This design comes from an exercise in tuning for small area, a short achievable clock period and few clock cycles on the open sky130 flow, not from production work. At most, simulation tests tie the RTL to the original design; equivalence was not proved. For runs 1 to 4, only the layout was checked, not whether the RTL still works. Power and IR drop assume default switching activity.

[design.v]
module montctx32 (
    input  wire        clk,
    input  wire        rst,       
    input  wire        start,     
    input  wire [1:0]  variant,
    input  wire [31:0] n,
    output wire        ready,
    output reg         done,
    output wire [3:0]  status,
    output wire [31:0] ninv,
    output reg  [31:0] rmodn,
    output wire [31:0] r2modn
);
    localparam [1:0] S_IDLE  = 2'd0,
                     S_SETUP = 2'd1,
                     S_RUN   = 2'd2;
    reg [1:0]  state;
    reg        ready_q;
    reg [4:0]  cnt;
    reg [31:0] n_q;
    reg [33:0] n3_q;      
    reg [1:0]  v_q;
    reg [1:0]  st_q;      
    reg        st0_q;     
    reg [31:0] r_q;       
    reg [31:0] z_q;       
    reg [31:0] c_q;       
    reg        cin_q;     
    assign ready  = ready_q;
    assign status = {1'b0, st_q, st0_q};
    assign ninv   = z_q;
    assign r2modn = r_q;
    wire accept = start & ready_q;
    reg [31:0] maxmod;
    always @(*) begin
        case (v_q)
            2'd0: maxmod = 32'hFFFF_FFFF;
            2'd1: maxmod = 32'h7FFF_FFFF;
            2'd2: maxmod = 32'h3FFF_FFFF;
            default: maxmod = 32'h2AAA_AAA9;
        endcase
    end
    wire is_even  = ~n_q[0];
    wire is_one   = (n_q == 32'd1);
    wire is_range = (n_q > maxmod);
    wire bad      = is_even | is_one | is_range;
    wire [15:0] pr;                      
    wire [15:0] psm;                     
    genvar g;
    generate
        for (g = 0; g < 16; g = g + 1) begin : g_pair
            assign pr[g]  = n_q[2*g+1] | n_q[2*g];
            assign psm[g] = |pr[15:g];
        end
    endgenerate
    wire [15:0] ptop = psm & ~{1'b0, psm[15:1]};     
    reg  [31:0] r_init;
    reg  [4:0]  half;                                
    integer k;
    always @(*) begin
        r_init = 32'd0;
        half   = 5'd0;
        for (k = 0; k < 16; k = k + 1) begin
            r_init[2*k] = ptop[k];
            if (ptop[k]) half = half | k[4:0];
        end
    end
    wire [33:0] n3;
    add_hc #(34) u_n3 (.a({2'b0, n_q}), .b({1'b0, n_q, 1'b0}), .ci(1'b0), .y(n3));
    wire [33:0] r4  = {r_q, 2'b00};
    wire [34:0] c1, c2, c3;              
    add_hc #(35) u_c1 (.a({1'b0, r4}), .b(~{3'b0, n_q}),       .ci(1'b1), .y(c1));
    add_hc #(35) u_c2 (.a({1'b0, r4}), .b(~{2'b0, n_q, 1'b0}), .ci(1'b1), .y(c2));
    add_hc #(35) u_c3 (.a({1'b0, r4}), .b(~{1'b0, n3_q}),      .ci(1'b1), .y(c3));
    wire        setup = (state == S_SETUP);
    wire        sel3 = ~setup & ~c3[34];
    wire        sel2 = ~setup & c3[34] & ~c2[34];
    wire        sel1 = ~setup & c2[34] & ~c1[34];
    wire        sel0 = ~setup & c1[34];
    wire [31:0] r_next = ({32{sel3}} & c3[31:0]) | ({32{sel2}} & c2[31:0]) |
                         ({32{sel1}} & c1[31:0]) | ({32{sel0}} & r4[31:0]) |
                         ({32{setup}} & r_init);
    wire [1:0]  t_lo = z_q[1:0] + c_q[1:0] + {1'b0, cin_q};
    wire        d0 = t_lo[0];
    wire        d1 = t_lo[1] ^ (t_lo[0] & n_q[1]);
    wire [31:0] dn = d1 ? (d0 ? n3_q[31:0] : {n_q[30:0], 1'b0})
                        : (d0 ? n_q : 32'd0);
    wire [31:0] fa_s = z_q ^ c_q ^ ~dn;
    wire [31:0] fa_c = (z_q & c_q) | (z_q & ~dn) | (c_q & ~dn);
    wire [32:0] cy   = {fa_c, cin_q};                 
    wire [2:0]  lo_sum = {1'b0, fa_s[1:0]} + {1'b0, cy[1:0]} + 3'd1;
    wire        cin_nx = lo_sum[2];
    wire [31:0] tmask;                   
    generate
        for (g = 0; g < 30; g = g + 1) begin : g_mask
            assign tmask[g] = ({cnt[3:0], 1'b0} <= 5'd29 - g);
        end
    endgenerate
    assign tmask[31:30] = 2'b00;
    wire [31:0] z_next = {d1, d0, (tmask[29:0] & fa_s[31:2]) | (~tmask[29:0] & z_q[31:2])};
    wire [31:0] c_next = {2'b00, tmask[29:0] & cy[31:2]};
    always @(posedge clk) begin
        done <= 1'b0;
        n3_q <= n3;
        case (state)
            S_SETUP: begin
                r_q   <= r_next;
                z_q   <= 32'd1;
                c_q   <= 32'd0;
                cin_q <= 1'b0;
                cnt   <= half;
                st_q  <= {bad, ~is_even & ~is_one & is_range};
                st0_q <= ~is_even & is_one;
                if (bad) begin
                    done  <= 1'b1;
                    state <= S_IDLE;
                end else begin
                    state <= S_RUN;
                end
            end
            S_RUN: begin
                r_q <= r_next;
                z_q   <= (cnt == 5'd15) ? 32'd1 : z_next;
                c_q   <= (cnt == 5'd15) ? 32'd0 : c_next;
                cin_q <= (cnt != 5'd15) & cin_nx;
                cnt <= cnt + 5'd1;
                if (cnt == 5'd16)
                    rmodn <= r_q;
                if (cnt == 5'd31) begin
                    done  <= 1'b1;
                    state <= accept ? S_SETUP : S_IDLE;
                end
            end
            default: begin
                r_q   <= r_next;
                z_q   <= z_next;
                c_q   <= c_next;
                cin_q <= cin_nx;
                if (accept)
                    state <= S_SETUP;
            end
        endcase
        if (accept) begin
            n_q <= n;
            v_q <= variant;
        end
        ready_q <= 1'b0;
        if ((state == S_IDLE & ~accept) | (state == S_SETUP & bad) |
            (state == S_RUN & cnt == 5'd31 & ~accept) |
            (state == S_RUN & cnt == 5'd30))
            ready_q <= 1'b1;
        if (rst) begin
            state   <= S_IDLE;
            done    <= 1'b0;
            ready_q <= 1'b1;
        end
    end
endmodule
module add_hc #(parameter W = 35) (
    input  wire [W-1:0] a,
    input  wire [W-1:0] b,
    input  wire         ci,
    output wire [W-1:0] y
);
    wire [W-1:0] p0 = a ^ b;
    reg  [W-1:0] g, p, gn, pn;
    integer i, d;
    always @(*) begin
        g = a & b;
        p = p0;
        g[0] = g[0] | (p[0] & ci);
        for (i = 1; i < W; i = i + 2) begin
            g[i] = g[i] | (p[i] & g[i-1]);
            p[i] = p[i] & p[i-1];
        end
        for (d = 2; d < W; d = d * 2) begin
            gn = g;
            pn = p;
            for (i = 1; i < W; i = i + 2)
                if (i >= d + 1) begin
                    gn[i] = g[i] | (p[i] & g[i-d]);
                    pn[i] = p[i] & p[i-d];
                end
            g = gn;
            p = pn;
        end
        for (i = 2; i < W; i = i + 2)
            g[i] = g[i] | (p[i] & g[i-1]);
    end
    assign y = p0 ^ {g[W-2:0], ci};
endmodule
[constraint.sdc]
create_clock -name core_clock -period 5.0 [get_ports {clk}]
set_input_delay 1.0000 -clock core_clock [delete_from_list [all_inputs] [get_ports {clk}]]
set_output_delay 1.0000 -clock core_clock [all_outputs]
set_load 0.01 [all_outputs]
[run.sh]
#!/bin/bash
# synth_recipe.tcl (not shown) runs the flow's synth.tcl, then flattens the netlist and writes it again
# the make line also repeats each setting of config.mk as NAME=value (left out here)
make -C /OpenROAD-flow-scripts/flow DESIGN_CONFIG=/design/flow/config.mk WORK_HOME=/design/flow/orfs CLKGATE_MAP_FILE= SYNTH_SCRIPT=/design/flow/synth_recipe.tcl finish
[config.mk]
export PLATFORM = sky130hd
export DESIGN_NAME = montctx32
export DESIGN_NICKNAME = montctx32
export VERILOG_FILES = /design/flow/design.v
export SDC_FILE = /design/flow/constraint.sdc
export NUM_CORES = 4
export LEC_CHECK = 0
export CAP_MARGIN = 20
export CORE_MARGIN = 2
export CORE_UTILIZATION = 40
export SETUP_SLACK_MARGIN = 2.4
export SLEW_MARGIN = 20
export TNS_END_PERCENT = 0
==> results of run 1 <==
-- what timing repair did --
item	in CTS	in global routing
setup buffers	26	26
gates resized for setup	30	21
pin swaps	4	11
setup endpoints to repair	159	191
-- metal layers --
metal / global-route usage / part of all wire / wire [um]
met3: 0.0421 / 0.054 / 2340
met4: 0.0819 / 0.036 / 1590
met2: 0.392 / 0.48 / 21000
met1: 0.288 / 0.43 / 18700
met5: 0 / 0 / 0
-- critical path: stages, from the launching register on --
cell and delay [ps]:
edfxtp_1 450, buf_4 210, ha_1 310, a211oi_1 260
o21bai_1 150, o211ai_1 200, buf_4 160, a31oi_4 130
a21oi_4 180, o31ai_2 110, o41ai_2 410, o21ai_1 130
fa_1 380, xor2_1 170
-- final cells by class --
class	count	area (um^2)
tap	468	586
multi-input combinational	1100	9140
timing repair buffer	206	1900
clock buffer	38	768
clock inverter	9	72.6
inverter	174	653
sequential	207	4900
fill	3359	18400
-- stage by stage --
step                      worst slack, ps  total power, W
after floorplan                      1780         0.00755
after global placement               1240         0.00987
after detailed placement             1250         0.00995
after CTS                            1610          0.0121
after global routing                 1450          0.0132
final                                1630          0.0121
-- worst paths after layout --
kind | endpoint | slack [ps] | cells after the start | startpoint
max reg2reg | n3_q[31] | 1630 | 13 | n_q[1]
min reg2reg | z_q[28] | 510 | 2 | z_q[30]
min | z_q[28] | 510 | 2 | z_q[30]
max | n3_q[31] | 1630 | 13 | n_q[1]
-- sequential cells by signal, indices dropped and copies added (netlist names), 2 cells and up --
name,cells
c_q,30
cnt,5
n3_q,34
n_q,32
r_q,32
rmodn,32
st_q,2
state,2
v_q,2
z_q,32
-- kinds of logic (layout without fill, tap and decap cells) --
| family | count (synthesis) | count (layout) | share of synthesized area |
|---|---|---|---|
| XOR/XNOR | 65 | 65 | 0.0387 |
| multiplexers | 2 | 2 | 0.00136 |
| other | 1 | 1 | 0.000255 |
| AND/OR/NAND/NOR | 384 | 384 | 0.121 |
| flip-flops | 207 | 207 | 0.332 |
| AO/OA/AOI/OAI | 384 | 384 | 0.176 |
| buffers and inverters | 223 | 427 | 0.0589 |
| adder cells (fa/ha/maj) | 264 | 264 | 0.271 |
-- where the power goes --
| part | switching (W) | internal (W) |
|---|---|---|
| logic | 0.00426 | 0.00321 |
| registers | 0.000580 | 0.00219 |
| clock network | 0.000755 | 0.00111 |
| total | 0.00559 | 0.00651 |
-- layout by cell type, fill, tap and decap left out, drive strengths merged, types with 4 or more instances in the layout --
cell	instances
nand2	102
nor2b	7
xor2	41
inv	173
a31oi	8
clkdlybuf4s50	137
nor2	120
fa	91
clkbuf	38
and2	10
a21o	55
nor4	6
clkinv	9
a221oi	6
o21ai	66
a2111oi	9
nand4	16
and4	4
dfxtp	133
o21bai	9
edfxtp	74
nor3	30
a31o	4
buf	69
a21oi	92
a22oi	9
or2	5
and3	7
o211ai	30
o21a	10
a211oi	36
nand3	49
a32oi	20
ha	172
or3	5
xnor2	24
a21boi	5
nand2b	14
==> impl_metrics.py, run 1 <==
metrics = {
    "synthesis": {
        "seq_area_frac_synth": 0.332,
        "synth_top_area_frac": 0.181,
        "synth_cell_types": 67,
        "yosys-top-cells-count": "inv_1 (173), ha_1 (172), dfxtp_1 (133), nor2_1 (120), nand2_1 (102)",
        "ys_async_sr_fraction": 0,
        "postSynthCellCount": 1530,
        "synth_seq_cells": 207,
        "synth-edff-count": 74,
        "synth.avg_cell_area_um2": 9.60,
        "netlist_area_um2": 14700,
        "ys_warn_count": 3,
        "synth_top_area_cell": "dfxtp_1",
        "synthMostInstantiatedCell": "inv_1",
        "synth_area_leaders": "dfxtp_1 (18%), edfxtp_1 (15%), ha_1 (15%)",
        "synth-main-ff-cell": "dfxtp_1",
        "synth_nets": 1830,
    },
    "finish": {
        "drive_above_1_share": 0.0998,
        "final_cells": 2202,
        "design_area_um2": 18000,
        "antenna_cells": 0,
        "final_util": 0.495,
        "layout.nets": 2015,
        "syn2layout_area_growth_pct": 22.6,
    },
    "die": {
        "die_w_um": 196,
        "design.core.area_um2": 36400,
        "initial_utilization": 0.403,
        "dieHeight_um": 196,
        "die_area_um2": 38300,
        "io_pins": 139,
        "fp-row-count": 70,
    },
    "worst_setup_path": {
        "crit_path_max_fanout": 7,
        "critical_path_class": "register to register",
        "crit_path_start_kind": "register",
        "crit_arrival_ps": 3790,
        "crit_path_end_kind": "register",
        "crit_required_ps": 5430,
    },
    "routing": {
        "viasPerCell": 5.45,
        "routedWlPerCell_um": 19.8,
        "vias": 12000,
        "drt-pass1-iter-count": 5,
        "drc": 0,
        "routed_wl_um": 43700,
        "ant_nets": 0,
        "drt-initial-drc-count": 555,
    },
    "cts": {
        "numClockSinks": 207,
        "htreeDepth": 1,
        "cts_tree": "done",
        "cts-root-buf": "clkbuf_16",
        "clkTransAtPathRegs_ps": 60,
        "cts_buffer_depth": 3,
        "hold_buffers": 0,
        "clock_latency_ps": 550,
        "cts_made_buffers": 26,
    },
    "placed_design": {
        "dp_cells": 2103,
        "hpwl_um": 33000,
        "port_buffers": 137,
        "place_congestion": 0.894,
        "placed_area_um2": 16600,
    },
    "flow_run": {
        "drv_cap": 0,
    },
    "sta": {
        "worst_clock_skew_ps": 9.70,
        "tightest_slew_ps": 1030,
        "fin_tns_setup_ps": 0,
        "max_slew_margin": 0.309,
        "hold_ws_ps": 511,
        "grt_setup_unrepaired": "yes",
        "hold_violations": 0,
        "setup_viol": 0,
        "post-route-period-util": 0.673,
        "fin_crit_ps": 3370,
        "fmax_mhz": 297,
        "final-max-slew-violation-count": 0,
    },
    "min_path": {
        "hold_path.class": "register to register",
    },
    "global_route": {
        "grt_overflow": 0,
        "grt_max_degree": 51,
        "grt_pass1_wl_um": 67900,
        "grt_pass1_vias": 12100,
        "grt_use_total": 0.228,
        "grt_antenna_before_repair": 0,
    },
    "power": {
        "p_leak_nw": 7.62,
        "powerDensity_nw_per_um2": 672,
        "irDropWorstVdd_uv": 625,
    },
    "status": {
        "status": "finished clean",
    },
}
==> inputs of run 2 (changes only) <==
--- a/config.mk
+++ b/config.mk
@@ -9,3 +9,3 @@
 export CORE_MARGIN = 2
-export CORE_UTILIZATION = 40
+export CORE_UTILIZATION = 55
 export SETUP_SLACK_MARGIN = 2.4
==> impl_metrics.py, run 2 <==
metrics = {
    "finish": {
        "design_area_um2": 17800,
        "fillers": 2087,
        "drive_above_1_share": 0.0928,
        "layout.area.seq_um2": 4890,
        "final_cell_mix": "ha_1 (171), inv_1 (158), clkdlybuf4s50_1 (137)",
        "top_register": "n3_q",
        "multi_input_area_um2": 9120,
        "largest_reg_flops": 34,
        "final_util": 0.680,
        "syn2layout_area_growth_pct": 20.9,
        "layout.nets": 2006,
        "antenna_cells": 0,
        "layout_commonest_cell": "ha_1",
    },
    "synthesis": {
        "seq_area_frac_synth": 0.332,
        "synth_cell_types": 67,
        "synth.avg_cell_area_um2": 9.60,
        "postSynthCellCount": 1530,
        "netlist_area_um2": 14700,
        "ys_warn_count": 3,
        "synth_area_leaders": "dfxtp_1 (18%), edfxtp_1 (15%), ha_1 (15%)",
        "synthMostInstantiatedCell": "inv_1",
        "synth-main-ff-cell": "dfxtp_1",
        "ys_async_sr_fraction": 0,
        "synth_seq_cells": 207,
        "yosys-top-cells-count": "inv_1 (173), ha_1 (172), dfxtp_1 (133), nor2_1 (120), nand2_1 (102)",
        "synth_top_area_cell": "dfxtp_1",
        "synth-edff-count": 74,
        "synth_nets": 1830,
        "synth_top_area_frac": 0.181,
    },
    "worst_setup_path": {
        "crit_path_end_kind": "register",
        "r2r_cells": 15,
        "cp_slowest_stage_delay_ps": 430,
        "crit_family": "compound AO/OA/AOI/OAI gates",
        "path_buf_inv": 2,
        "crit_path_max_fanout": 3,
        "crit_arrival_ps": 3830,
        "critical_path_class": "register to register",
        "crit_cells": 15,
        "crit_required_ps": 5400,
        "path_common_cell": "o31a_1",
        "crit_path_start_kind": "register",
        "path_cells": "inv_2 -> ha_1 -> nor2b_1 -> o31a_1 -> o31a_1 -> o211ai_2 -> buf_4 -> o211ai_4 -> a21o_1 -> a211oi_2 -> o21bai_1 -> fa_2 -> xor2_1 -> a32oi_1 -> o211ai_1",
        "crit_path_top_delay_cell": "edfxtp_1",
    },
    "die": {
        "design.core.area_um2": 26100,
        "die_area_um2": 28000,
        "fp-row-count": 59,
        "die_w_um": 167,
        "initial_utilization": 0.562,
        "dieHeight_um": 167,
        "io_pins": 139,
    },
    "sta": {
        "final-max-slew-violation-count": 0,
        "worst_clock_skew_ps": 12.9,
        "post-route-period-util": 0.687,
        "max_slew_margin": 0.292,
        "hold_violations": 0,
        "fin_tns_setup_ps": 0,
        "fin_crit_ps": 3430,
        "fmax_mhz": 291,
        "setup_viol": 0,
        "grt_setup_unrepaired": "yes",
        "tightest_slew_ps": 1050,
        "fin_ws_ps": 1570,
    },
    "placed_design": {
        "place_congestion": 0.916,
        "placed_area_um2": 16500,
        "port_buffers": 137,
        "place_ws_ps": 1300,
        "hpwl_um": 32000,
    },
    "power": {
        "irDropWorstVdd_uv": 356,
        "p_leak_nw": 7.59,
        "powerDensity_nw_per_um2": 679,
        "total_power_w": 0.0121,
    },
    "global_route": {
        "grt_pass1_vias": 12000,
        "grt_antenna_before_repair": 0,
        "grt_pass1_wl_um": 66800,
        "grt_overflow": 0,
        "grt_max_degree": 47,
        "grt_use_total": 0.303,
    },
    "routing": {
        "routedWlPerCell_um": 20.8,
        "viasPerCell": 5.92,
        "dr_wl_met2_um": 20200,
        "vias": 12200,
        "drt-initial-drc-count": 1098,
        "ant_nets": 0,
        "top_layer": "met4",
        "wl_met3_um": 2440,
        "drc": 0,
        "routed_wl_um": 42800,
        "drt-pass1-iter-count": 16,
        "met1_length_um": 18600,
    },
    "cts": {
        "numClockSinks": 207,
        "cts_made_buffers": 24,
        "hold_buffers": 0,
        "htreeDepth": 1,
        "cts-root-buf": "clkbuf_16",
        "cts_tree": "done",
        "clkTransAtPathRegs_ps": 60,
        "clock_latency_ps": 530,
        "cts_buffer_depth": 3,
    },
    "min_path": {
        "hold_path.class": "register to register",
        "min_path_cells": 2,
    },
    "status": {
        "status": "finished clean",
    },
    "flow_run": {
        "drv_cap": 0,
    },
}
==> run 2: cell counts after synthesis <==
Identical to the previous run, type by type.
==> run 2: power by group <==
part | internal, W | total [W] | switching [W]
clock network | 0.00113 | 0.00184 | 0.000714
logic | 0.00315 | 0.00749 | 0.00434
registers | 0.00219 | 0.00273 | 0.000539
total | 0.00647 | 0.0121 | 0.00559
==> run 2: path summary, 6_finish.rpt <==
| kind | startpoint | end | slack, ps |
|---|---|---|---|
| worst max-delay path | n_q[1] | r_q[31] | 1570 |
| worst min-delay path | z_q[30] | z_q[28] | 500 |
| worst max register to register | n_q[1] | r_q[31] | 1570 |
| worst min register to register | z_q[30] | z_q[28] | 500 |
==> run 2: cells by family after synthesis <==
kind of cell,count (synthesis),share of synthesized area
other,1,0.000255
buffers and inverters,223,0.0589
adder cells (fa/ha/maj),264,0.271
AO/OA/AOI/OAI,384,0.176
XOR/XNOR,65,0.0387
flip-flops,207,0.332
multiplexers,2,0.00136
AND/OR/NAND/NOR,384,0.121
==> run 2: area by class of cell <==
class                           instances  share of cell area
Multi-Input combinational cell       1101               0.513
Sequential cell                       207               0.275
Timing Repair Buffer                  198               0.103
Clock buffer                           39              0.0445
Inverter                              174              0.0368
Tap cell                              335              0.0236
Clock inverter                          5             0.00296
==> run 2: tightest hold or removal path: cells and delay by family, from the launching register on <==
family | cells | cell delay [ps]
AOI/OAI and AO/OA | 1 | 50
DFF | 1 | 340
and+or+nand+nor | 1 | 60
==> run 2: timing repair <==
action / CTS / global route
resized for setup: 24 / 19
setup buffers: 18 / 22
endpoints found under the setup margin: 153 / 189
pin swaps: 3 / 15
gates cloned: 0 / 1
endpoints found under the hold margin: 0 / 0
==> run 2: per-layer routing <==
| layer | vias to the layer above | track usage |
|---|---|---|
| met5 | - | 0 |
| met4 | 0 | 0.101 |
| met3 | 78 | 0.0279 |
| met2 | 445 | 0.503 |
| met1 | 5904 | 0.420 |
| li1 | 5762 | - |
==> run 2: metrics by stage <==
stage | hold WS (ps) | instances
global placement | 495 | 1974
detailed placement | 497 | 1974
CTS | 505 | 2036
finish | 503 | 2059
floorplan | 468 | 1530
global route | 536 | 2059
==> inputs of run 3 (changes only) <==
--- a/design.v
+++ b/design.v
@@ -68,8 +68,8 @@
     wire [33:0] n3;
-    add_hc #(34) u_n3 (.a({2'b0, n_q}), .b({1'b0, n_q, 1'b0}), .ci(1'b0), .y(n3));
+    add_sk #(34) u_n3 (.a({2'b0, n_q}), .b({1'b0, n_q, 1'b0}), .ci(1'b0), .y(n3));
     wire [33:0] r4  = {r_q, 2'b00};
     wire [34:0] c1, c2, c3;              
-    add_hc #(35) u_c1 (.a({1'b0, r4}), .b(~{3'b0, n_q}),       .ci(1'b1), .y(c1));
-    add_hc #(35) u_c2 (.a({1'b0, r4}), .b(~{2'b0, n_q, 1'b0}), .ci(1'b1), .y(c2));
-    add_hc #(35) u_c3 (.a({1'b0, r4}), .b(~{1'b0, n3_q}),      .ci(1'b1), .y(c3));
+    add_sk #(35) u_c1 (.a({1'b0, r4}), .b(~{3'b0, n_q}),       .ci(1'b1), .y(c1));
+    add_sk #(35) u_c2 (.a({1'b0, r4}), .b(~{2'b0, n_q, 1'b0}), .ci(1'b1), .y(c2));
+    add_sk #(35) u_c3 (.a({1'b0, r4}), .b(~{1'b0, n3_q}),      .ci(1'b1), .y(c3));
     wire        setup = (state == S_SETUP);
@@ -158,3 +158,3 @@
 endmodule
-module add_hc #(parameter W = 35) (
+module add_sk #(parameter W = 35) (
     input  wire [W-1:0] a,
@@ -164,28 +164,25 @@
 );
+    localparam LV = $clog2(W);
+    wire [W-1:0] g0 = a & b;
     wire [W-1:0] p0 = a ^ b;
-    reg  [W-1:0] g, p, gn, pn;
-    integer i, d;
-    always @(*) begin
-        g = a & b;
-        p = p0;
-        g[0] = g[0] | (p[0] & ci);
-        for (i = 1; i < W; i = i + 2) begin
-            g[i] = g[i] | (p[i] & g[i-1]);
-            p[i] = p[i] & p[i-1];
+    wire [W-1:0] gl [0:LV];
+    wire [W-1:0] pl [0:LV];
+    assign gl[0] = {g0[W-1:1], g0[0] | (p0[0] & ci)};
+    assign pl[0] = p0;
+    genvar l, i;
+    generate
+        for (l = 0; l < LV; l = l + 1) begin : g_lv
+            for (i = 0; i < W; i = i + 1) begin : g_bit
+                if ((i >> l) & 1) begin : g_op
+                    localparam integer J = ((i >> l) << l) - 1;
+                    assign gl[l+1][i] = gl[l][i] | (pl[l][i] & gl[l][J]);
+                    assign pl[l+1][i] = pl[l][i] & pl[l][J];
+                end else begin : g_pass
+                    assign gl[l+1][i] = gl[l][i];
+                    assign pl[l+1][i] = pl[l][i];
+                end
+            end
         end
-        for (d = 2; d < W; d = d * 2) begin
-            gn = g;
-            pn = p;
-            for (i = 1; i < W; i = i + 2)
-                if (i >= d + 1) begin
-                    gn[i] = g[i] | (p[i] & g[i-d]);
-                    pn[i] = p[i] & p[i-d];
-                end
-            g = gn;
-            p = pn;
-        end
-        for (i = 2; i < W; i = i + 2)
-            g[i] = g[i] | (p[i] & g[i-1]);
-    end
-    assign y = p0 ^ {g[W-2:0], ci};
+    endgenerate
+    assign y = p0 ^ {gl[LV][W-2:0], ci};
 endmodule
--- a/config.mk
+++ b/config.mk
@@ -9,4 +9,4 @@
 export CORE_MARGIN = 2
-export CORE_UTILIZATION = 55
-export SETUP_SLACK_MARGIN = 2.4
+export CORE_UTILIZATION = 40
+export SETUP_SLACK_MARGIN = 2.8
 export SLEW_MARGIN = 20
==> impl_metrics.py, run 3 <==
metrics = {
    "sta": {
        "final-max-slew-violation-count": 0,
        "setup_viol": 0,
        "hold_violations": 0,
        "fin_crit_ps": 3280,
        "worst_clock_skew_ps": 10.6,
        "fin_tns_setup_ps": 0,
        "grt_setup_unrepaired": "yes",
        "fin_ws_ps": 1720,
        "max_slew_margin": 0.353,
        "tightest_slew_ps": 946,
        "fmax_mhz": 305,
        "post-route-period-util": 0.656,
    },
    "placed_design": {
        "dp_cells": 2142,
        "place_ws_ps": 1370,
        "place_congestion": 0.892,
        "hpwl_um": 33000,
        "port_buffers": 137,
        "placed_area_um2": 16600,
    },
    "power": {
        "irDropWorstVdd_uv": 513,
        "powerDensity_nw_per_um2": 689,
        "p_leak_nw": 7.53,
    },
    "synthesis": {
        "synth_top_area_frac": 0.182,
        "synth_top_family_by_area": "adder cells",
        "synth_nets": 1822,
        "synth-simple-area-share": 0.136,
        "synth-main-ff-cell": "dfxtp_1",
        "netlist_area_um2": 14600,
        "synth_compound_area_frac": 0.189,
        "synth_xor_area_frac": 0.0551,
        "synth.avg_cell_area_um2": 9.34,
        "synth_cell_types": 86,
        "synth_area_leaders": "dfxtp_1 (18%), edfxtp_1 (15%), ha_1 (15%)",
        "synth_seq_cells": 207,
        "synth-adder-area-share": 0.211,
        "synth_top_area_cell": "dfxtp_1",
        "ys_warn_count": 3,
        "seq_area_frac_synth": 0.334,
        "ys_async_sr_fraction": 0,
        "synth-edff-count": 74,
        "postSynthCellCount": 1566,
        "yosys-top-cells-count": "ha_1 (172), inv_1 (172), dfxtp_1 (133), nor2_1 (112), nand2_1 (100)",
        "synthMuxAreaShare": 0.0157,
    },
    "worst_setup_path": {
        "critical_path_class": "register to register",
        "crit_path_end_kind": "register",
        "crit_arrival_ps": 3700,
        "rr_startpoint": "n_q[2]",
        "startpoint": "n_q[2]",
        "r2r_cells": 12,
        "path_cells": "buf_6 -> ha_4 -> a211oi_4 -> o211ai_1 -> a21oi_2 -> o31a_1 -> o31ai_4 -> a22o_2 -> nor4_4 -> o41ai_2 -> a21o_1 -> ha_1",
        "timing.rr.end": "n3_q[32]",
        "crit_path_max_fanout": 4,
        "crit_path_start_kind": "register",
        "crit_path_top_delay_cell": "edfxtp_1",
        "cp_slowest_stage_delay_ps": 500,
        "ff2ff_setup_slack_ps": 1720,
        "crit_required_ps": 5420,
    },
    "global_route": {
        "grt_max_degree": 40,
        "grt_antenna_before_repair": 0,
        "grt_pass1_wl_um": 68100,
        "grt_pass1_vias": 12200,
        "grt_use_total": 0.227,
        "grt_overflow": 0,
    },
    "routing": {
        "viasPerCell": 5.49,
        "routedWlPerCell_um": 19.4,
        "vias": 12300,
        "routed_wl_um": 43600,
        "drt-initial-drc-count": 850,
        "drc": 0,
        "drt-pass1-iter-count": 6,
        "ant_nets": 0,
    },
    "flow_run": {
        "drv_cap": 0,
    },
    "cts": {
        "numClockSinks": 207,
        "cts_buffer_depth": 3,
        "cts-root-buf": "clkbuf_16",
        "clkTransAtPathRegs_ps": 60,
        "cts_tree": "done",
        "htreeDepth": 1,
        "hold_buffers": 0,
        "clock_latency_ps": 530,
        "cts_made_buffers": 26,
    },
    "die": {
        "fp-row-count": 70,
        "dieHeight_um": 195,
        "die_area_um2": 38100,
        "die_w_um": 195,
        "initial_utilization": 0.402,
        "io_pins": 139,
        "design.core.area_um2": 36300,
    },
    "status": {
        "status": "finished clean",
    },
    "min_path": {
        "min_from": "state[1]",
        "min_path_cells": 2,
        "hold_path.class": "register to register",
        "whs_endpoint": "state[1]",
    },
    "finish": {
        "design_area_um2": 18100,
        "final_util": 0.497,
        "antenna_cells": 0,
        "top_register": "n3_q",
        "layout_commonest_cell": "ha_1",
        "largest_reg_flops": 34,
        "fillers": 3345,
        "final_cell_mix": "ha_1 (163), inv_1 (159), clkdlybuf4s50_1 (137)",
        "layout.nets": 2012,
        "drive_above_1_share": 0.106,
        "syn2layout_area_growth_pct": 23.5,
        "final_cells": 2244,
    },
}
==> run 3: cell types whose count changed in the layout (fill, tap and decap cells not counted), sizes merged, moves of 9 or more <==
cell and delta:
fa -44, xnor2 +25, a21o -20, a221oi +10, o21ai +17, a32oi -13, or3 +9, mux2i +21
o211ai -13, and3 +11
==> run 3: power breakdown <==
group | switching (W) | leakage (nW) | internal, W | total, W
clock network | 0.000761 | 0.418 | 0.00113 | 0.00189
logic | 0.00445 | 5.33 | 0.00338 | 0.00783
registers | 0.000545 | 1.79 | 0.00219 | 0.00274
total | 0.00575 | 7.53 | 0.00670 | 0.0125
==> run 3: cells by family (layout without fill, tap and decap cells) <==
kind of cell	after synthesis	in the layout
adder cells (fa/ha/maj)	219	219
multiplexers	23	23
other	1	1
AND/OR/NAND/NOR	407	408
AO/OA/AOI/OAI	401	401
buffers and inverters	216	425
XOR/XNOR	92	92
flip-flops	207	207
==> run 3: worst max path at each step <==
stage	cells past startpoint	slack, ps	endpoint
2_1_floorplan	12	2110	n3_q[32]
3_5_place_dp	8	1370	z_q[9]
5_1_grt	12	1570	n3_q[32]
6_report	12	1720	n3_q[32]
4_1_cts	12	1860	n3_q[32]
3_3_place_gp	8	1410	z_q[26]
==> run 3: per-layer routing <==
metal,track usage,vias to the layer above,share of wire
li1,-,6000,-
met1,0.326,5916,0.47
met2,0.364,368,0.45
met3,0.0285,45,0.059
met4,0.0557,0,0.021
met5,0,-,0
==> run 3: layout make-up <==
type / count / area, um^2 / share of cell area
Tap cell: 468 / 586 / 0.0324
Inverter: 172 / 648 / 0.0359
Sequential cell: 207 / 4890 / 0.271
Clock buffer: 38 / 777 / 0.0430
Multi-Input combinational cell: 1144 / 9160 / 0.507
Timing Repair Buffer: 205 / 1910 / 0.106
Clock inverter: 10 / 86.3 / 0.00478
==> run 3: per-stage QoR <==
stage / total power, W / hold WS, ps
finish: 0.0125 / 504
global route: 0.0134 / 535
CTS: 0.0124 / 501
detailed placement: 0.0101 / 478
global placement: 0.0100 / 489
floorplan: 0.00785 / 469
==> run 3: critical path, delay by kind of cell (launching register included) <==
family | cells | cell delay [ps]
AO/OA/AOI/OAI | 8 | 1940
flip-flops | 1 | 500
buffers and inverters | 1 | 170
adder cells (fa/ha/maj) | 2 | 490
AND/OR/NAND/NOR | 1 | 50
==> run 3: timing repair <==
item,CTS,global route
gates resized for setup,37,14
setup buffers,42,11
endpoints found under the setup margin,262,264
gates cloned,1,0
pin swaps,13,12
==> inputs of run 4 (changes only) <==
--- a/config.mk
+++ b/config.mk
@@ -10,3 +10,3 @@
 export CORE_UTILIZATION = 40
-export SETUP_SLACK_MARGIN = 2.8
+export SETUP_SLACK_MARGIN = 2.4
 export SLEW_MARGIN = 20
==> impl_metrics.py, run 4 <==
metrics = {
    "min_path": {
        "hold_path.class": "register to register",
    },
    "routing": {
        "drt-initial-drc-count": 850,
        "routedWlPerCell_um": 19.4,
        "top_layer": "met4",
        "drt-pass1-iter-count": 6,
        "routed_wl_um": 43600,
        "viasPerCell": 5.49,
        "dr_wl_met2_um": 19400,
        "met1_length_um": 20700,
        "vias": 12300,
        "wl_met3_um": 2590,
        "ant_nets": 0,
        "drc": 0,
    },
    "cts": {
        "cts-root-buf": "clkbuf_16",
        "hold_buffers": 0,
        "clock_latency_ps": 530,
        "cts_made_buffers": 26,
        "cts_buffer_depth": 3,
        "cts_tree": "done",
        "numClockSinks": 207,
        "htreeDepth": 1,
        "clkTransAtPathRegs_ps": 60,
    },
    "power": {
        "irDropWorstVdd_uv": 513,
        "powerDensity_nw_per_um2": 689,
        "power.internal_w": 0.00670,
        "p_leak_nw": 7.53,
        "switching_share": 0.462,
        "combPwrFrac": 0.629,
        "p_clk_frac": 0.152,
        "switchingPower_w": 0.00575,
        "p_seq_frac": 0.220,
    },
    "sta": {
        "worst_clock_skew_ps": 10.6,
        "hold_violations": 0,
        "fmax_mhz": 305,
        "post-route-period-util": 0.656,
        "max_slew_margin": 0.353,
        "fin_crit_ps": 3280,
        "final-max-slew-violation-count": 0,
        "fin_tns_setup_ps": 0,
        "setup_viol": 0,
        "grt_setup_unrepaired": "yes",
        "tightest_slew_ps": 946,
        "hold_ws_ps": 504,
    },
    "worst_setup_path": {
        "crit_arrival_ps": 3700,
        "crit_path_end_kind": "register",
        "crit_path_max_fanout": 4,
        "critical_path_class": "register to register",
        "crit_path_start_kind": "register",
        "crit_path_top_delay_cell": "edfxtp_1",
        "crit_required_ps": 5420,
        "path_cells": "buf_6 -> ha_4 -> a211oi_4 -> o211ai_1 -> a21oi_2 -> o31a_1 -> o31ai_4 -> a22o_2 -> nor4_4 -> o41ai_2 -> a21o_1 -> ha_1",
        "cp_slowest_stage_delay_ps": 500,
    },
    "synthesis": {
        "ys_async_sr_fraction": 0,
        "synth_compound_area_frac": 0.189,
        "yosys-top-cells-count": "ha_1 (172), inv_1 (172), dfxtp_1 (133), nor2_1 (112), nand2_1 (100)",
        "synth-adder-area-share": 0.211,
        "synth_top_family_by_area": "adder cells",
        "synth-simple-area-share": 0.136,
        "synth-edff-count": 74,
        "synth_xor_area_frac": 0.0551,
        "synth_nets": 1822,
        "synth-main-ff-cell": "dfxtp_1",
        "synthMuxAreaShare": 0.0157,
        "postSynthCellCount": 1566,
        "synth_area_leaders": "dfxtp_1 (18%), edfxtp_1 (15%), ha_1 (15%)",
        "synth_top_area_frac": 0.182,
        "synth_cell_types": 86,
        "synth_seq_cells": 207,
        "synth_top_area_cell": "dfxtp_1",
        "synth.avg_cell_area_um2": 9.34,
        "seq_area_frac_synth": 0.334,
        "netlist_area_um2": 14600,
        "ys_warn_count": 3,
    },
    "finish": {
        "fillers": 3345,
        "layout_commonest_cell": "ha_1",
        "syn2layout_area_growth_pct": 23.5,
        "largest_reg_flops": 34,
        "drive_above_1_share": 0.106,
        "layout.nets": 2012,
        "antenna_cells": 0,
        "final_cell_mix": "ha_1 (163), inv_1 (159), clkdlybuf4s50_1 (137)",
        "top_register": "n3_q",
    },
    "placed_design": {
        "place_congestion": 0.892,
        "port_buffers": 137,
        "hpwl_um": 33000,
    },
    "flow_run": {
        "drv_cap": 0,
    },
    "global_route": {
        "grt_pass1_vias": 12200,
        "grt_use_total": 0.227,
        "grt_max_degree": 40,
        "grt_overflow": 0,
        "grt_pass1_wl_um": 68100,
        "grt_antenna_before_repair": 0,
    },
    "die": {
        "dieHeight_um": 195,
        "die_area_um2": 38100,
        "die_w_um": 195,
        "initial_utilization": 0.402,
        "io_pins": 139,
        "fp-row-count": 70,
        "design.core.area_um2": 36300,
    },
    "status": {
        "status": "finished clean",
    },
}
run 4: cell counts in the layout (fill, tap and decap cells not counted):
Identical to the previous run, type by type.
run 4: worst max-delay path: cells and delay by family (launching register included):
family          cells  cell delay, ps
compound gates      8            1940
fa+ha+maj           2             490
simple gates        1              50
buf+inv             1             170
flops               1             500
run 4: metrics by stage:
stage | util | cell area (um^2) | worst slack (ps) | power [W] | std cells
after floorplan | - | 14700 | 2110 | 0.00785 | 1566
after global placement | 0.456 | 16600 | 1410 | 0.0100 | 2142
after detailed placement | 0.456 | 16600 | 1370 | 0.0101 | 2142
after CTS | 0.492 | 17900 | 1860 | 0.0124 | 2233
after global routing | 0.497 | 18100 | 1570 | 0.0134 | 2244
final | 0.497 | 18100 | 1720 | 0.0125 | 2244
run 4: path summary, 6_finish.rpt:
path	start	to	slack [ps]	cells after the start
setup / recovery	n_q[2]	n3_q[32]	1720	12
hold / removal	state[1]	state[1]	500	2
setup reg to reg	n_q[2]	n3_q[32]	1720	12
hold reg to reg	state[1]	state[1]	500	2
run 4: power groups by stage:
stage	sequential, W	combinational (W)	clock, W
2_1_floorplan	0.00265	0.00520	0
3_3_place_gp	0.00278	0.00723	0
3_5_place_dp	0.00278	0.00733	0
4_1_cts	0.00274	0.00770	0.00194
5_1_grt	0.00280	0.00866	0.00199
6_report	0.00274	0.00783	0.00189
run 4: repair_timing:
action / CTS / global route
pin swaps: 13 / 12
endpoints found under the setup margin: 146 / 183
setup buffers: 42 / 11
gates cloned: 1 / 0
resized for setup: 37 / 14
run 4: logic make-up after synthesis:
kind of cell | Yosys count
adders and majority gates | 219
other | 1
xor gates and xnor gates | 92
buffers and inverters | 216
DFF | 207
muxes | 23
AOI/OAI and AO/OA | 401
and+or+nand+nor | 407
run 4: routing by layer:
layer,up-vias,track usage
met2,368,0.364
met3,45,0.0285
li1,6000,-
met4,0,0.0557
met1,5916,0.326
met5,-,0
run 4: layout make-up:
class / instances / area [um^2] / area share
flip-flops and latches: 207 / 4890 / 0.271
well taps: 468 / 586 / 0.0324
clock inverters: 10 / 86.3 / 0.00478
inverters: 172 / 648 / 0.0359
multi-input cells: 1144 / 9160 / 0.507
repair buffers: 205 / 1910 / 0.106
clock buffers: 38 / 777 / 0.0430
==> inputs of run 5 (changes only) <==
--- a/design.v
+++ b/design.v
@@ -164,3 +164,3 @@
 );
-    localparam LV = $clog2(W);
+    localparam LV = (W > 32) ? 6 : (W > 16) ? 5 : (W > 8) ? 4 : 3;    
     wire [W-1:0] g0 = a & b;
==> impl_metrics.py, run 5 <==
metrics = {
    "global_route": {
        "grt_overflow": 0,
        "grt_pass1_wl_um": 68100,
        "grt_pass1_vias": 12200,
        "grt_use_total": 0.227,
        "grt_max_degree": 40,
        "grt_antenna_before_repair": 0,
    },
    "synthesis": {
        "seq_area_frac_synth": 0.334,
        "synth_top_area_cell": "dfxtp_1",
        "ys_async_sr_fraction": 0,
        "synth_cell_types": 86,
        "netlist_area_um2": 14600,
        "synth_top_area_frac": 0.182,
        "synth_area_leaders": "dfxtp_1 (18%), edfxtp_1 (15%), ha_1 (15%)",
        "ys_warn_count": 3,
        "yosys-top-cells-count": "ha_1 (172), inv_1 (172), dfxtp_1 (133), nor2_1 (112), nand2_1 (100)",
        "synth-main-ff-cell": "dfxtp_1",
        "synth-edff-count": 74,
        "postSynthCellCount": 1566,
        "synth_nets": 1822,
        "synth_seq_cells": 207,
        "synth.avg_cell_area_um2": 9.34,
    },
    "routing": {
        "viasPerCell": 5.49,
        "ant_nets": 0,
        "drt-pass1-iter-count": 6,
        "routed_wl_um": 43600,
        "drt-initial-drc-count": 850,
        "routedWlPerCell_um": 19.4,
        "met1_length_um": 20700,
        "vias": 12300,
        "top_layer": "met4",
        "wl_met3_um": 2590,
        "dr_wl_met2_um": 19400,
        "drc": 0,
    },
    "cts": {
        "cts_buffer_depth": 3,
        "clkTransAtPathRegs_ps": 60,
        "numClockSinks": 207,
        "cts-root-buf": "clkbuf_16",
        "clock_latency_ps": 530,
        "cts_made_buffers": 26,
        "cts_tree": "done",
        "htreeDepth": 1,
        "hold_buffers": 0,
    },
    "power": {
        "total_power_w": 0.0125,
        "powerDensity_nw_per_um2": 689,
        "p_leak_nw": 7.53,
        "irDropWorstVdd_uv": 513,
    },
    "finish": {
        "layout_commonest_cell": "ha_1",
        "largest_reg_flops": 34,
        "final_cells": 2244,
        "syn2layout_area_growth_pct": 23.5,
        "top_register": "n3_q",
        "layout.nets": 2012,
        "final_cell_mix": "ha_1 (163), inv_1 (159), clkdlybuf4s50_1 (137)",
        "drive_above_1_share": 0.106,
        "antenna_cells": 0,
    },
    "die": {
        "design.core.area_um2": 36300,
        "die_area_um2": 38100,
        "io_pins": 139,
        "initial_utilization": 0.402,
        "die_w_um": 195,
        "fp-row-count": 70,
        "dieHeight_um": 195,
    },
    "worst_setup_path": {
        "critical_path_class": "register to register",
        "crit_path_max_fanout": 4,
        "crit_required_ps": 5420,
        "crit_path_start_kind": "register",
        "crit_path_end_kind": "register",
        "crit_arrival_ps": 3700,
    },
    "sta": {
        "fin_ws_ps": 1720,
        "final-max-slew-violation-count": 0,
        "post-route-period-util": 0.656,
        "setup_viol": 0,
        "fin_crit_ps": 3280,
        "fin_tns_setup_ps": 0,
        "max_slew_margin": 0.353,
        "grt_setup_unrepaired": "yes",
        "hold_violations": 0,
        "worst_clock_skew_ps": 10.6,
        "tightest_slew_ps": 946,
        "fmax_mhz": 305,
    },
    "placed_design": {
        "dp_cells": 2142,
        "place_congestion": 0.892,
        "port_buffers": 137,
        "hpwl_um": 33000,
        "place_ws_ps": 1370,
    },
    "status": {
        "status": "finished clean",
    },
    "min_path": {
        "hold_path.class": "register to register",
    },
    "flow_run": {
        "drv_cap": 0,
    },
}
## run 5: cell counts after synthesis
No cell type changed its count.
## run 5: stage by stage
stage / cell area (um^2) / hold WS [ps] / utilization
after global routing: 18100 / 535 / 0.497
after global placement: 16600 / 489 / 0.456
after CTS: 17900 / 501 / 0.492
final: 18100 / 504 / 0.497
after floorplan: 14700 / 469 / -
after detailed placement: 16600 / 478 / 0.456
## run 5: path summary, 6_finish.rpt
kind | cells after the start | slack [ps] | endpoint | startpoint
worst min-delay path | 2 | 500 | state[1] | state[1]
worst max register to register | 12 | 1720 | n3_q[32] | n_q[2]
worst min register to register | 2 | 500 | state[1] | state[1]
worst max-delay path | 12 | 1720 | n3_q[32] | n_q[2]
## run 5: what timing repair did
action                                  4_1_cts  5_1_grt
buffers inserted                             42       11
pin swaps                                    13       12
endpoints found under the setup margin      146      183
gates resized for setup                      37       14
cloned                                        1        0
## run 5: per-layer routing
metal,GRT usage,vias up
li1,-,6000
met1,0.326,5916
met2,0.364,368
met3,0.0285,45
met4,0.0557,0
met5,0,-
## run 5: cell families after synthesis
group,Yosys count,share of synthesized area
xor gates and xnor gates,92,0.0551
buffers and inverters,216,0.0587
AOI/OAI and AO/OA,401,0.189
muxes,23,0.0157
DFF,207,0.334
and+or+nand+nor,407,0.136
adders and majority gates,219,0.211
other,1,0.000256
## run 5: critical path: stages, from the launching register on
cell and delay (ps):
edfxtp_1 500, buf_6 170, ha_4 270, a211oi_4 60, o211ai_1 290, a21oi_2 140
o31a_1 320, o31ai_4 320, a22o_2 220, nor4_4 50, o41ai_2 420, a21o_1 170
ha_1 220
## run 5: power by group
part	internal (W)	total, W	switching, W
sequential	0.00219	0.00274	0.000545
combinational	0.00338	0.00783	0.00445
clock	0.00113	0.00189	0.000761
total	0.00670	0.0125	0.00575
## run 5: layout make-up
class	instances	area (um^2)
fillers	3345	18300
repair buffers	205	1910
inverters	172	648
well taps	468	586
clock inverters	10	86.3
flip-flops and latches	207	4890
clock buffers	38	777
multi-input cells	1144	9160
Testbench counts of run 5, summed over its fixed seeds: cycles 41,451.
==> inputs of run 6 (changes only) <==
--- a/config.mk
+++ b/config.mk
@@ -9,3 +9,3 @@
 export CORE_MARGIN = 2
-export CORE_UTILIZATION = 40
+export CORE_UTILIZATION = 60
 export SETUP_SLACK_MARGIN = 2.4
==> impl_metrics.py, run 6 <==
metrics = {
    "status": {
        "status": "finished clean",
    },
    "cts": {
        "hold_buffers": 0,
        "cts-root-buf": "clkbuf_16",
        "numClockSinks": 207,
        "cts_tree": "done",
        "cts_buffer_depth": 3,
        "clkTransAtPathRegs_ps": 60,
        "cts_made_buffers": 24,
        "htreeDepth": 1,
        "clock_latency_ps": 530,
    },
    "power": {
        "power.internal_w": 0.00661,
        "switching_share": 0.471,
        "switchingPower_w": 0.00589,
        "powerDensity_nw_per_um2": 703,
        "p_leak_nw": 7.47,
        "combPwrFrac": 0.643,
        "irDropWorstVdd_uv": 584,
        "p_clk_frac": 0.141,
        "p_seq_frac": 0.216,
    },
    "finish": {
        "top_register": "n3_q",
        "fillers": 1912,
        "final_cell_mix": "inv_1 (163), ha_1 (163), clkdlybuf4s50_1 (137)",
        "layout.nets": 2002,
        "syn2layout_area_growth_pct": 21.6,
        "largest_reg_flops": 34,
        "drive_above_1_share": 0.0964,
        "antenna_cells": 0,
    },
    "die": {
        "initial_utilization": 0.607,
        "fp-row-count": 57,
        "dieHeight_um": 160,
        "design.core.area_um2": 24100,
        "die_w_um": 160,
        "io_pins": 139,
        "die_area_um2": 25600,
    },
    "sta": {
        "worst_clock_skew_ps": 9.43,
        "max_slew_margin": 0.329,
        "hold_violations": 0,
        "fin_crit_ps": 3270,
        "tightest_slew_ps": 1000,
        "hold_ws_ps": 493,
        "fmax_mhz": 305,
        "final-max-slew-violation-count": 0,
        "setup_viol": 0,
        "post-route-period-util": 0.655,
        "grt_setup_unrepaired": "yes",
        "fin_tns_setup_ps": 0,
    },
    "synthesis": {
        "yosys-top-cells-count": "ha_1 (172), inv_1 (172), dfxtp_1 (133), nor2_1 (112), nand2_1 (100)",
        "synth_cell_types": 86,
        "ys_warn_count": 3,
        "synth_top_area_cell": "dfxtp_1",
        "synth_nets": 1822,
        "synth.avg_cell_area_um2": 9.34,
        "synth-edff-count": 74,
        "synth-main-ff-cell": "dfxtp_1",
        "seq_area_frac_synth": 0.334,
        "synth_top_area_frac": 0.182,
        "postSynthCellCount": 1566,
        "synth_area_leaders": "dfxtp_1 (18%), edfxtp_1 (15%), ha_1 (15%)",
        "ys_async_sr_fraction": 0,
        "synth_seq_cells": 207,
        "netlist_area_um2": 14600,
    },
    "worst_setup_path": {
        "rr_startpoint": "n_q[2]",
        "crit_path_start_kind": "register",
        "endpoint": "n3_q[32]",
        "path_common_cell": "o211ai_1",
        "r2r_cells": 12,
        "path_cells": "buf_4 -> ha_2 -> o211ai_1 -> o211ai_1 -> a21oi_4 -> o31a_1 -> o31ai_4 -> a22o_4 -> nor4_4 -> o41ai_2 -> a21o_1 -> ha_1",
        "crit_arrival_ps": 3690,
        "timing.rr.end": "n3_q[32]",
        "ff2ff_setup_slack_ps": 1730,
        "critical_path_class": "register to register",
        "crit_path_top_delay_cell": "edfxtp_1",
        "startpoint": "n_q[2]",
        "cp_slowest_stage_delay_ps": 460,
        "crit_required_ps": 5420,
        "crit_path_end_kind": "register",
        "crit_path_max_fanout": 3,
    },
    "global_route": {
        "grt_antenna_before_repair": 0,
        "grt_overflow": 0,
        "grt_use_total": 0.331,
        "grt_max_degree": 40,
        "grt_pass1_vias": 12200,
        "grt_pass1_wl_um": 66900,
    },
    "placed_design": {
        "place_congestion": 0.949,
        "hpwl_um": 31700,
        "port_buffers": 137,
    },
    "routing": {
        "drt-initial-drc-count": 1227,
        "drt-pass1-iter-count": 6,
        "ant_nets": 0,
        "vias": 12700,
        "routed_wl_um": 42800,
        "viasPerCell": 6.08,
        "routedWlPerCell_um": 20.5,
        "drc": 0,
    },
    "min_path": {
        "hold_path.class": "register to register",
    },
    "flow_run": {
        "drv_cap": 0,
    },
}
## run 6: cell counts after synthesis
Identical to the previous run, type by type.
## run 6: repair_timing
item | 4_1_cts | 5_1_grt
setup buffers | 23 | 20
gates cloned | 2 | 0
gates resized for setup | 37 | 16
endpoints found under the setup margin | 142 | 179
pin swaps | 11 | 13
## run 6: layout make-up
cell class	count	area [um^2]	share of cell area
Sequential cell	207	4890	0.275
Inverter	172	654	0.0368
Clock inverter	11	92.6	0.00521
Timing Repair Buffer	196	1870	0.105
Tap cell	324	405	0.0228
Multi-Input combinational cell	1145	9180	0.516
Clock buffer	33	696	0.0391
## run 6: power groups by stage
stage	clock (W)	sequential (W)	combinational [W]
after floorplan	0	0.00265	0.00520
after global placement	0	0.00273	0.00730
after detailed placement	0	0.00272	0.00742
after CTS	0.00178	0.00269	0.00777
after global routing	0.00184	0.00274	0.00879
final	0.00176	0.00270	0.00803
## run 6: worst max-delay path, delay by kind of cell, from the launching register on
kind,cells,cell delay (ps)
simple gates,1,40
fa+ha+maj,2,440
buf+inv,1,170
compound gates,8,2040
flops,1,460
## run 6: per-stage QoR
stage	cells	util	total power, W	worst slack [ps]	instance area (um^2)
after global routing	2088	0.738	0.0134	1560	17800
final	2088	0.738	0.0125	1730	17800
after CTS	2068	0.727	0.0122	1750	17500
after floorplan	1566	-	0.00785	2110	14700
after detailed placement	1999	0.681	0.0101	1300	16400
after global placement	1999	0.681	0.0100	1330	16400
## run 6: layer usage
metal | vias to the layer above | global-route usage | wire length, um
li1 | 5983 | - | -
met1 | 6020 | 0.462 | 18600
met2 | 585 | 0.514 | 18800
met3 | 97 | 0.0644 | 3900
met4 | 0 | 0.121 | 1520
met5 | - | 0 | 0
## run 6: logic make-up (layout without fill, tap and decap cells)
| kind of cell | count (synthesis) | after routing | share of synthesized area |
|---|---|---|---|
| multiplexers | 23 | 23 | 0.0157 |
| flip-flops | 207 | 207 | 0.334 |
| XOR/XNOR | 92 | 92 | 0.0551 |
| AO/OA/AOI/OAI | 401 | 401 | 0.189 |
| buffers and inverters | 216 | 412 | 0.0587 |
| AND/OR/NAND/NOR | 407 | 409 | 0.136 |
| adder cells (fa/ha/maj) | 219 | 219 | 0.211 |
| other | 1 | 1 | 0.000256 |
## run 6: worst min path at each step
stage	startpoint	endpoint	slack, ps	cells after the start
5_1_grt	z_q[31]	z_q[29]	510	2
4_1_cts	z_q[31]	z_q[29]	490	2
2_1_floorplan	state[1]	state[1]	470	2
6_report	z_q[31]	z_q[29]	490	2
3_5_place_dp	z_q[31]	z_q[29]	470	2
3_3_place_gp	state[1]	state[1]	490	2
==> inputs of run 7 (changes only) <==
--- a/config.mk
+++ b/config.mk
@@ -9,3 +9,3 @@
 export CORE_MARGIN = 2
-export CORE_UTILIZATION = 60
+export CORE_UTILIZATION = 55
 export SETUP_SLACK_MARGIN = 2.4
==> impl_metrics.py, run 7 <==
metrics = {
    "routing": {
        "ant_nets": 0,
        "vias": 12800,
        "drc": 0,
        "viasPerCell": 6.02,
        "drt-initial-drc-count": 1152,
        "routedWlPerCell_um": 21.5,
        "drt-pass1-iter-count": 5,
        "routed_wl_um": 45700,
    },
    "power": {
        "combPwrFrac": 0.635,
        "power.internal_w": 0.00697,
        "p_seq_frac": 0.212,
        "p_leak_nw": 7.68,
        "irDropWorstVdd_uv": 628,
        "powerDensity_nw_per_um2": 715,
        "total_power_w": 0.0130,
        "switchingPower_w": 0.00606,
        "p_clk_frac": 0.153,
        "switching_share": 0.465,
    },
    "worst_setup_path": {
        "startpoint": "n_q[16]",
        "path_buf_inv": 2,
        "crit_arrival_ps": 3600,
        "crit_family": "compound AO/OA/AOI/OAI gates",
        "rr_startpoint": "n_q[16]",
        "critical_path_class": "register to register",
        "crit_path_end_kind": "register",
        "crit_path_max_fanout": 6,
        "path_cells": "buf_4 -> buf_4 -> ha_1 -> a21o_1 -> a21o_1 -> a21o_1 -> a311oi_2 -> o31ai_4 -> a22o_4 -> nor4_4 -> o41ai_4 -> a21o_1 -> ha_1",
        "path_common_cell": "a21o_1",
        "crit_path_start_kind": "register",
        "crit_path_top_delay_cell": "edfxtp_1",
        "cp_slowest_stage_delay_ps": 430,
        "crit_required_ps": 5430,
    },
    "global_route": {
        "grt_pass1_wl_um": 69700,
        "busiest_layer": "met2",
        "use_met3": 0.0390,
        "grt_max_degree": 30,
        "grt_pass1_vias": 12400,
        "grt_use_total": 0.319,
        "met2_usage": 0.508,
        "grt_util_met1": 0.447,
        "grt_antenna_before_repair": 0,
        "grt_overflow": 0,
    },
    "die": {
        "io_pins": 139,
        "initial_utilization": 0.561,
        "die_w_um": 167,
        "die_area_um2": 27900,
        "dieHeight_um": 167,
        "fp-row-count": 59,
        "design.core.area_um2": 26100,
    },
    "synthesis": {
        "synth-edff-count": 74,
        "ys_warn_count": 3,
        "synth.avg_cell_area_um2": 9.34,
        "synth_top_area_cell": "dfxtp_1",
        "synth_cell_types": 86,
        "synth_seq_cells": 207,
        "synth_top_area_frac": 0.182,
        "synth-main-ff-cell": "dfxtp_1",
        "seq_area_frac_synth": 0.334,
        "ys_async_sr_fraction": 0,
        "synth_area_leaders": "dfxtp_1 (18%), edfxtp_1 (15%), ha_1 (15%)",
        "synth_nets": 1822,
        "netlist_area_um2": 14600,
        "yosys-top-cells-count": "ha_1 (172), inv_1 (172), dfxtp_1 (133), nor2_1 (112), nand2_1 (100)",
        "postSynthCellCount": 1566,
    },
    "sta": {
        "fin_crit_ps": 3170,
        "hold_violations": 0,
        "fin_tns_setup_ps": 0,
        "post-route-period-util": 0.635,
        "worst_clock_skew_ps": 14.4,
        "hold_ws_ps": 495,
        "tightest_slew_ps": 1040,
        "fin_ws_ps": 1830,
        "final-max-slew-violation-count": 0,
        "max_slew_margin": 0.309,
        "grt_setup_unrepaired": "yes",
        "setup_viol": 0,
        "fmax_mhz": 315,
    },
    "cts": {
        "clock_latency_ps": 550,
        "cts_made_buffers": 25,
        "htreeDepth": 1,
        "cts_buffer_depth": 3,
        "clkTransAtPathRegs_ps": 60,
        "numClockSinks": 207,
        "cts_tree": "done",
        "hold_buffers": 0,
        "cts-root-buf": "clkbuf_16",
    },
    "flow_run": {
        "drv_cap": 0,
    },
    "finish": {
        "fillers": 2108,
        "layout_commonest_cell": "ha_1",
        "syn2layout_area_growth_pct": 24.6,
        "final_cell_mix": "ha_1 (160), inv_1 (156), clkdlybuf4s50_1 (137)",
        "drive_above_1_share": 0.127,
        "largest_reg_flops": 34,
        "top_register": "n3_q",
        "layout.nets": 2030,
        "antenna_cells": 0,
    },
    "placed_design": {
        "place_congestion": 0.940,
        "hpwl_um": 34100,
        "place_ws_ps": 1200,
        "port_buffers": 137,
    },
    "min_path": {
        "hold_path.class": "register to register",
        "min_from": "z_q[30]",
    },
    "status": {
        "status": "finished clean",
    },
}
[run 7: layout make-up]
type                       instances  area, um^2  area share
clock buffer                      31         688      0.0378
clock inverter                    15         204      0.0112
inverter                         172         652      0.0358
multi-input combinational       1144        9250       0.507
sequential                       207        4900       0.269
tap                              335         419      0.0230
timing repair buffer             223        2120       0.116
timing repair inverter             1        5.00    0.000275
[run 7: cell families (layout without fill, tap and decap cells)]
| kind of cell | count (synthesis) | in the layout | share of synthesized area |
|---|---|---|---|
| AO/OA/AOI/OAI | 401 | 401 | 0.189 |
| XOR/XNOR | 92 | 92 | 0.0551 |
| adder cells (fa/ha/maj) | 219 | 219 | 0.211 |
| buffers and inverters | 216 | 442 | 0.0587 |
| flip-flops | 207 | 207 | 0.334 |
| multiplexers | 23 | 23 | 0.0157 |
| other | 1 | 1 | 0.000256 |
| AND/OR/NAND/NOR | 407 | 408 | 0.136 |
[run 7: repair_timing]
| action | in CTS | in global routing |
|---|---|---|
| gates resized for setup | 34 | 45 |
| setup endpoints to repair | 175 | 192 |
| pin swaps | 17 | 24 |
| setup buffers | 41 | 28 |
| cloned | 2 | 0 |
| endpoints found under the hold margin | 0 | 0 |
[run 7: power groups by stage]
stage                     clock (W)  sequential (W)  combinational [W]
after floorplan                   0         0.00265            0.00520
after global placement            0         0.00278            0.00744
after detailed placement          0         0.00277            0.00751
after CTS                   0.00201         0.00273            0.00791
after global routing        0.00207         0.00280            0.00901
final                       0.00200         0.00276            0.00827
[run 7: final timing paths]
check	depth (start not counted)	endpoint	slack [ps]
max	13	n3_q[32]	1830
min	2	z_q[28]	490
max reg2reg	13	n3_q[32]	1830
min reg2reg	2	z_q[28]	490
[run 7: stage by stage]
step           utilization  area (um^2)  cells
3_5_place_dp         0.632        16500   2011
6_report             0.699        18200   2128
5_1_grt              0.699        18200   2128
2_1_floorplan            -        14700   1566
4_1_cts              0.684        17800   2100
3_3_place_gp         0.631        16500   2010
[run 7: worst reg2reg max path, delay by kind of cell, from the launching register on]
| kind | cells | cell delay, ps |
|---|---|---|
| flip-flops | 1 | 430 |
| AO/OA/AOI/OAI | 8 | 1590 |
| adder cells (fa/ha/maj) | 2 | 500 |
| AND/OR/NAND/NOR | 1 | 220 |
| buffers and inverters | 2 | 310 |
[run 7: routing by layer]
metal / vias to the layer above / wire (um)
met2: 517 / 20800
met3: 108 / 3200
li1: 6043 / -
met4: 0 / 1640
met1: 6135 / 20100
met5: - / 0
==> inputs of run 8 (changes only) <==
--- a/config.mk
+++ b/config.mk
@@ -10,2 +10,3 @@
 export CORE_UTILIZATION = 55
+export PLACE_DENSITY = 0.75
 export SETUP_SLACK_MARGIN = 2.4
==> impl_metrics.py, run 8 <==
metrics = {
    "sta": {
        "setup_viol": 0,
        "fin_crit_ps": 3270,
        "fmax_mhz": 306,
        "final-max-slew-violation-count": 0,
        "worst_clock_skew_ps": 8.26,
        "grt_setup_unrepaired": "yes",
        "max_slew_margin": 0.409,
        "post-route-period-util": 0.653,
        "fin_tns_setup_ps": 0,
        "tightest_slew_ps": 885,
        "hold_violations": 0,
    },
    "finish": {
        "top_register": "n3_q",
        "drive_above_1_share": 0.122,
        "antenna_cells": 0,
        "layout_commonest_cell": "inv_1",
        "fillers": 2056,
        "syn2layout_area_growth_pct": 24.6,
        "layout.nets": 2041,
        "largest_reg_flops": 34,
        "final_util": 0.699,
        "final_cell_mix": "inv_1 (164), ha_1 (160), clkdlybuf4s50_1 (137)",
    },
    "routing": {
        "drt-pass1-iter-count": 6,
        "top_layer": "met4",
        "dr_wl_met2_um": 21600,
        "wl_met3_um": 3800,
        "drt-initial-drc-count": 1352,
        "ant_nets": 0,
        "routedWlPerCell_um": 21.6,
        "vias": 13200,
        "drc": 0,
        "routed_wl_um": 46200,
        "viasPerCell": 6.17,
        "met1_length_um": 18100,
    },
    "synthesis": {
        "postSynthCellCount": 1566,
        "synth_top_family_by_area": "adder cells",
        "synth.avg_cell_area_um2": 9.34,
        "synth_cell_types": 86,
        "netlist_area_um2": 14600,
        "synth_seq_cells": 207,
        "synthMuxAreaShare": 0.0157,
        "synth-main-ff-cell": "dfxtp_1",
        "ys_warn_count": 3,
        "synth-edff-count": 74,
        "ys_async_sr_fraction": 0,
        "synth-simple-area-share": 0.136,
        "synth_area_leaders": "dfxtp_1 (18%), edfxtp_1 (15%), ha_1 (15%)",
        "synth_top_area_frac": 0.182,
        "synth_compound_area_frac": 0.189,
        "seq_area_frac_synth": 0.334,
        "yosys-top-cells-count": "ha_1 (172), inv_1 (172), dfxtp_1 (133), nor2_1 (112), nand2_1 (100)",
        "synth-adder-area-share": 0.211,
        "synth_xor_area_frac": 0.0551,
        "synth_top_area_cell": "dfxtp_1",
        "synth_nets": 1822,
    },
    "status": {
        "status": "finished clean",
    },
    "worst_setup_path": {
        "crit_path_end_kind": "register",
        "crit_path_start_kind": "register",
        "crit_arrival_ps": 3710,
        "path_buf_inv": 1,
        "path_cells": "inv_1 -> ha_1 -> a21oi_1 -> o21ai_0 -> a2111o_1 -> a221oi_2 -> a21o_2 -> a21bo_4 -> nor2_8 -> o311ai_1 -> o2111ai_1",
        "cp_slowest_stage_delay_ps": 430,
        "crit_family": "compound AO/OA/AOI/OAI gates",
        "crit_cells": 11,
        "crit_path_max_fanout": 13,
        "crit_path_top_delay_cell": "a2111o_1",
        "crit_required_ps": 5440,
        "critical_path_class": "register to register",
        "r2r_cells": 11,
    },
    "die": {
        "initial_utilization": 0.561,
        "fp-row-count": 59,
        "die_w_um": 167,
        "design.core.area_um2": 26100,
        "dieHeight_um": 167,
        "io_pins": 139,
        "die_area_um2": 27900,
    },
    "global_route": {
        "grt_antenna_before_repair": 0,
        "grt_pass1_wl_um": 68800,
        "grt_pass1_vias": 12500,
        "grt_use_total": 0.312,
        "grt_max_degree": 40,
        "grt_overflow": 0,
    },
    "power": {
        "powerDensity_nw_per_um2": 730,
        "power.internal_w": 0.00707,
        "p_clk_frac": 0.138,
        "p_leak_nw": 7.72,
        "irDropWorstVdd_uv": 518,
        "switchingPower_w": 0.00623,
        "p_seq_frac": 0.205,
        "combPwrFrac": 0.657,
        "switching_share": 0.468,
    },
    "placed_design": {
        "place_congestion": 0.934,
        "hpwl_um": 33200,
        "port_buffers": 137,
    },
    "cts": {
        "hold_buffers": 0,
        "cts_made_buffers": 24,
        "htreeDepth": 1,
        "clock_latency_ps": 530,
        "numClockSinks": 207,
        "clkTransAtPathRegs_ps": 60,
        "cts_tree": "done",
        "cts-root-buf": "clkbuf_16",
        "cts_buffer_depth": 3,
    },
    "flow_run": {
        "drv_cap": 0,
    },
    "min_path": {
        "hold_path.class": "register to register",
        "min_path_cells": 2,
    },
}
## run 8: cell types whose count changed in the layout (fill, tap and decap cells not counted), moves of 3 or more
cell	change
inv_1	+8
buf_6	+4
clkbuf_1	+3
buf_4	+13
inv_2	-9
dfxtp_1	+4
dfxtp_2	-4
buf_12	-4
## run 8: path summary, 6_finish.rpt
check	end	from	slack, ps
min reg2reg	z_q[29]	z_q[31]	490
max	r_q[19]	n3_q[25]	1730
max reg2reg	r_q[19]	n3_q[25]	1730
min	z_q[29]	z_q[31]	490
## run 8: cells by family (layout without fill, tap and decap cells)
kind of cell               after synthesis  after routing
AOI/OAI and AO/OA                      401            401
DFF                                    207            207
buffers and inverters                  216            452
adders and majority gates              219            219
muxes                                   23             23
and+or+nand+nor                        407            408
other                                    1              1
xor gates and xnor gates                92             92
## run 8: routing by layer
layer / GRT usage / vias to the layer above
li1: - / 6065
met1: 0.396 / 6246
met2: 0.517 / 690
met3: 0.0504 / 198
met4: 0.153 / 0
met5: 0 / -
## run 8: power groups by stage
| stage | registers, W | logic (W) | clock network (W) |
|---|---|---|---|
| after floorplan | 0.00265 | 0.00520 | 0 |
| after global placement | 0.00274 | 0.00743 | 0 |
| after detailed placement | 0.00275 | 0.00755 | 0 |
| after CTS | 0.00270 | 0.00807 | 0.00186 |
| after global routing | 0.00277 | 0.00940 | 0.00192 |
| final | 0.00273 | 0.00874 | 0.00184 |
## run 8: tightest hold or removal path, delay by kind of cell (launching register included)
| family | cells | cell delay, ps |
|---|---|---|
| AOI/OAI and AO/OA | 2 | 130 |
| DFF | 1 | 310 |
## run 8: what timing repair did
action                                  4_1_cts  5_1_grt
gates cloned                                  1        1
gates resized for setup                      40       35
endpoints found under the setup margin      176      202
buffers inserted                             44       41
pin swaps                                    17       20
## run 8: layout make-up
| class | count | area (um^2) | area share |
|---|---|---|---|
| inverter | 172 | 654 | 0.0359 |
| sequential | 207 | 4890 | 0.268 |
| clock buffer | 34 | 699 | 0.0384 |
| timing repair buffer | 236 | 2190 | 0.120 |
| clock inverter | 10 | 124 | 0.00680 |
| tap | 335 | 419 | 0.0230 |
| multi-input combinational | 1144 | 9250 | 0.508 |
## run 8: stage by stage
step                area (um^2)  worst slack (ps)  instances  power, W  hold slack (ps)
detailed placement        16400               939       2007    0.0103              483
floorplan                 14700              2110       1566   0.00785              469
global route              18200              1680       2138    0.0141              518
CTS                       17700              1750       2096    0.0126              491
finish                    18200              1730       2138    0.0133              489
global placement          16400              1020       2007    0.0102              476

[static timing again, ports no longer ideal]
Ports are ideal in the flow. The routed layouts listed here were re-timed in OpenROAD.
Step 1 assumes that a clkbuf_16 drives the clock port and a buf_2 every other input.
Step 2 adds t to the input delays and takes it off the output delays; t is the mean of the earliest and latest rising clock arrival at the registers after step 1. Input paths then give back, and output paths get back, about the clock's delay inside the block.
Slacks: ideal ports / drivers / drivers and shift; pairs: ideal ports / drivers.
run | t (ns) | setup slack, ns | worst setup path after step 2 | clock arrival spread, ns | cell pins on the clock port's net
run 1 | 0.595 | 1.634 / 1.634 / 1.634 | register to register | 0.010 / 0.011 | 1
run 2 | 0.570 | 1.565 / 1.565 / 1.565 | register to register | 0.013 / 0.012 | 1
run 3 | 0.582 | 1.720 / 1.720 / 1.720 | register to register | 0.010 / 0.010 | 1
run 4 | 0.582 | 1.720 / 1.720 / 1.720 | register to register | 0.010 / 0.010 | 1
run 5 | 0.582 | 1.720 / 1.720 / 1.720 | register to register | 0.010 / 0.010 | 1
run 6 | 0.574 | 1.726 / 1.726 / 1.726 | register to register | 0.010 / 0.010 | 1
run 7 | 0.589 | 1.827 / 1.827 / 1.827 | register to register | 0.016 / 0.015 | 1
run 8 | 0.573 | 1.734 / 1.734 / 1.734 | register to register | 0.009 / 0.009 | 1
After both steps setup and hold are still met in every run listed.
